Background: an optimization exercise with open tools, aiming at small area, a short achievable clock period and few clock cycles per item. Do not read the settings as production practice. In this exercise RTL edits were held to simulation tests only and were not proved equivalent to the original. Power is estimated from default activity; no workload was simulated.

## run A
// pfd
module pfd (
  input  wire        clk,
  input  wire        rst,         
  input  wire        cmd_valid,
  output wire        cmd_ready,
  input  wire [63:0] cmd,
  input  wire [4:0]  reg_addr,
  output reg  [63:0] reg_rdata,
  input  wire [7:0]  fb_addr,
  output wire [7:0]  fb_rdata
);
==> flow/config.mk <==
export PLATFORM = sky130hd
export DESIGN_NAME = pfd
export DESIGN_NICKNAME = pfd
export VERILOG_FILES = /design/flow/design.v
export SDC_FILE = /design/flow/constraint.sdc
export NUM_CORES = 8
export LEC_CHECK = 0
export ABC_AREA = 1
export CAP_MARGIN = 15
export CORE_MARGIN = 2
export CORE_UTILIZATION = 35
export GPL_TIMING_DRIVEN = 1
export PLACE_DENSITY = 0.45
export SLEW_MARGIN = 15
==> flow/constraint.sdc <==
create_clock -name core_clock -period 20.0 [get_ports {clk}]
set_input_delay 4.0000 -clock core_clock [delete_from_list [all_inputs] [get_ports {clk}]]
set_output_delay 4.0000 -clock core_clock [all_outputs]
set_load 0.01 [all_outputs]
standard.sh (not shown) runs the stock make flow with config.mk's settings and CLKGATE_MAP_FILE= SYNTH_SCRIPT=/design/flow/synth_recipe.tcl, a recipe that flattens the netlist after the stock synthesis.
==> flow/flow/run.sh <==
#!/bin/bash
set -euo pipefail
export SETUP_SLACK_MARGIN=10
export BUFFER_PORTS_ARGS="-buffer_cell sky130_fd_sc_hd__buf_2"
export CTS_ARGS='-sink_clustering_enable -repair_clock_nets -sink_clustering_size 24 -sink_clustering_max_diameter 100 -buf_list {sky130_fd_sc_hd__clkbuf_16 sky130_fd_sc_hd__clkbuf_8} -dont_use_dummy_load'
bash standard.sh > standard.log 2>&1
Testbench counts of run A, summed over its fixed seeds: cycles 8,304, cmds 8,296.
The following lists how run B was set up differently from run A:
- GPL_TIMING_DRIVEN: 1 -> unset
diff --git a/flow/flow/run.sh b/flow/flow/run.sh
--- a/flow/flow/run.sh
+++ b/flow/flow/run.sh
@@ -3 +3 @@
-export SETUP_SLACK_MARGIN=10
+export SETUP_SLACK_MARGIN=9.5
- Run B: done, clean on timing, DRC and antenna
- Per the comparison of run B with run A, global-route usage lower; sequential share of layout area higher; relative area change from synthesis to final layout lower; final critical delay including setup and external delays higher.
- Relative to run A, the final cell area reported for run B is lower.
- After synthesis and placement, the instance count of run B is below that of run A.
- Compared with run A, run B shows routing usage on met1 higher by 0.25 points.
diff inputs: run B => run C
- a change of CORE_UTILIZATION from 35 to 42
- a change of PLACE_DENSITY from 0.45 to 0.55
diff --git a/flow/flow/run.sh b/flow/flow/run.sh
--- a/flow/flow/run.sh
+++ b/flow/flow/run.sh
@@ -3 +3 @@
-export SETUP_SLACK_MARGIN=9.5
+export SETUP_SLACK_MARGIN=10
Results
Run C vs. run B: final critical-path share of the clock period lower, number of register bits inferred by synthesis roughly the same, post-route standard cell area excluding fillers higher. Run B vs run C, critical-path cell with the highest stage delay: a2111oi_4 vs a2111oi_1.
Relative to run C, the following input files were edited for run D:
- swapping 15 for 40 in SLEW_MARGIN
- swapping 0.55 for 0.45 in PLACE_DENSITY
- swapping 42 for 35 in CORE_UTILIZATION
- swapping 15 for 40 in CAP_MARGIN
Notes after the runs:
- The static leakage in run D was higher than what run C gave.
- Total non-filler cell area in the finished layout, run C and run D, lower one = run C.
- Relative to run C, clock period minus final worst setup slack has increased by 28 ps in run D.
- In run D relative to run C, clock-buffer cell count had gone up by more than 10%.
- Cells: run D has more instances than run C
- Taking run C as the reference, in run D sequential share of power lower, post-layout total power picked up an extra about 3%, worst setup slack after layout lower, die area grew by 20%.
- Period utilization of run C is on par with run D.

========
Starting RTL as in the previous note.
==> flow/config.mk <==
export PLATFORM = sky130hd
export DESIGN_NAME = pfd
export DESIGN_NICKNAME = pfd
export VERILOG_FILES = /design/flow/design.v
export SDC_FILE = /design/flow/constraint.sdc
export NUM_CORES = 8
export LEC_CHECK = 0
export ABC_AREA = 1
export CAP_MARGIN = 15
export CORE_MARGIN = 2
export CORE_UTILIZATION = 35
export PLACE_DENSITY = 0.45
export SLEW_MARGIN = 15
==> flow/constraint.sdc <==
create_clock -name core_clock -period 20.0 [get_ports {clk}]
set_input_delay 4.0000 -clock core_clock [delete_from_list [all_inputs] [get_ports {clk}]]
set_output_delay 4.0000 -clock core_clock [all_outputs]
set_load 0.01 [all_outputs]
==> flow/flow/run.sh <==
#!/bin/bash
set -euo pipefail
export SETUP_SLACK_MARGIN=10
export BUFFER_PORTS_ARGS="-buffer_cell sky130_fd_sc_hd__buf_2"
export CTS_ARGS='-sink_clustering_enable -repair_clock_nets -sink_clustering_size 24 -sink_clustering_max_diameter 100 -buf_list {sky130_fd_sc_hd__clkbuf_16 sky130_fd_sc_hd__clkbuf_8} -dont_use_dummy_load'
bash standard.sh > standard.log 2>&1
The baseline passed the timing, design-rule and antenna checks.
Testbench counts at the start, summed over its fixed seeds: cycles 8,304, cmds 8,296.
Next try:
==> flow/flow/run.sh (replaced) <==
#!/bin/bash
set -euo pipefail
export SETUP_SLACK_MARGIN=10
export BUFFER_PORTS_ARGS="-buffer_cell sky130_fd_sc_hd__buf_2"
bash standard.sh > standard.log 2>&1
- ABC_AREA: 1 -> not set
- CAP_MARGIN: 15 -> 40
- CORE_UTILIZATION: 35 -> 45
- CTS_BUF_LIST: not set -> sky130_fd_sc_hd__clkbuf_8
- CTS_CLUSTER_SIZE: not set -> 20
- PLACE_DENSITY: 0.45 -> 0.6
- SLEW_MARGIN: 15 -> 40
Result: Clock skew goes down by 0.068 ns; routed wire length goes up by a few percent; register-to-register slack loses 0.88 ns; total power goes up by roughly a tenth; via count goes up by a few percent; final cell count goes down by about a fifth; worst hold slack gains 0.0073 ns; design area goes up by a few percent; flip-flop and latch count stays the same; non-clock buffer count goes up by 136; core utilization goes up by 14 points.
Next try:
==> flow/flow/run.sh (replaced) <==
#!/bin/bash
set -euo pipefail
export SETUP_SLACK_MARGIN=11
export BUFFER_PORTS_ARGS="-buffer_cell sky130_fd_sc_hd__buf_2"
bash standard.sh > standard.log 2>&1
- ABC_AREA: not set -> 1
- CORE_UTILIZATION: 45 -> 35
- PLACE_DENSITY: 0.6 -> 0.45
Result: The changed run passed the timing, design-rule and antenna checks. Wire length falls slightly. Setup slack loses 0.28 ns. Total power falls slightly. Utilization went down by 9.6 points. Non-clock buffer count drops by 18. Flip-flop and latch count does not change.
Next try:
==> flow/flow/run.sh (replaced) <==
#!/bin/bash
set -euo pipefail
export SETUP_SLACK_MARGIN=10
export BUFFER_PORTS_ARGS="-buffer_cell sky130_fd_sc_hd__buf_2"
export CTS_ARGS='-sink_clustering_enable -repair_clock_nets -sink_clustering_size 30 -sink_clustering_max_diameter 90 -buf_list {sky130_fd_sc_hd__clkbuf_16 sky130_fd_sc_hd__clkbuf_8} -dont_use_dummy_load'
bash standard.sh > standard.log 2>&1
- CAP_MARGIN: 40 -> 15
- CTS_BUF_LIST: sky130_fd_sc_hd__clkbuf_8 -> not set
- CTS_CLUSTER_SIZE: 20 -> not set
- SLEW_MARGIN: 40 -> 15
After rerunning: Final cell count fell by 3.8%. Total power fell by 9.7%. Sequential power stays flat. Cell area fell by 9.2%.

-- static timing again, ports no longer ideal --
In the flow no input, the clock included, has a driving cell. The finished layouts below were timed again as built, in two steps.
Step 1 assumes that a clkbuf_16 drives the clock port and a buf_2 every other input.
Step 2, shift: input delay + t, output delay - t, t = (earliest + latest rising clock arrival at the registers) / 2. This alone moves slack from input paths to output paths.
a / b / c = ideal / step 1 / step 2; a / b = the first two.
| run | shift t [ns] | setup WS [ns] | slew at the worst register clock pin (ns) | worst data-port slew with drivers (ns) |
|---|---|---|---|---|
| run A | 0.729 | 9.579 / 9.382 / 9.331 | 0.11 / 0.11 | 0.28 |
| run B | 0.725 | 9.367 / 9.161 / 8.702 | 0.11 / 0.11 | 0.22 |
| run C | 0.717 | 9.592 / 9.552 / 9.300 | 0.11 / 0.11 | 0.09 |
| run D | 0.743 | 9.564 / 9.425 / 9.235 | 0.11 / 0.11 | 0.28 |
| the first run of note 2 | 0.729 | 9.579 / 9.382 / 9.331 | 0.11 / 0.11 | 0.28 |
| the second run of note 2 | 0.933 | 9.790 / 9.696 / 8.889 | 0.09 / 0.09 | 0.15 |
| the third run of note 2 | 0.995 | 9.511 / 9.445 / 9.445 | 0.07 / 0.07 | 0.07 |
| the fourth run of note 2 | 0.752 | 9.518 / 9.348 / 9.235 | 0.12 / 0.12 | 0.26 |
After both steps setup and hold are still met in every run listed. For the second run of note 2, which loses most, drivers alone change the setup slack by -0.094 ns; drivers and shift together by -0.901 ns.
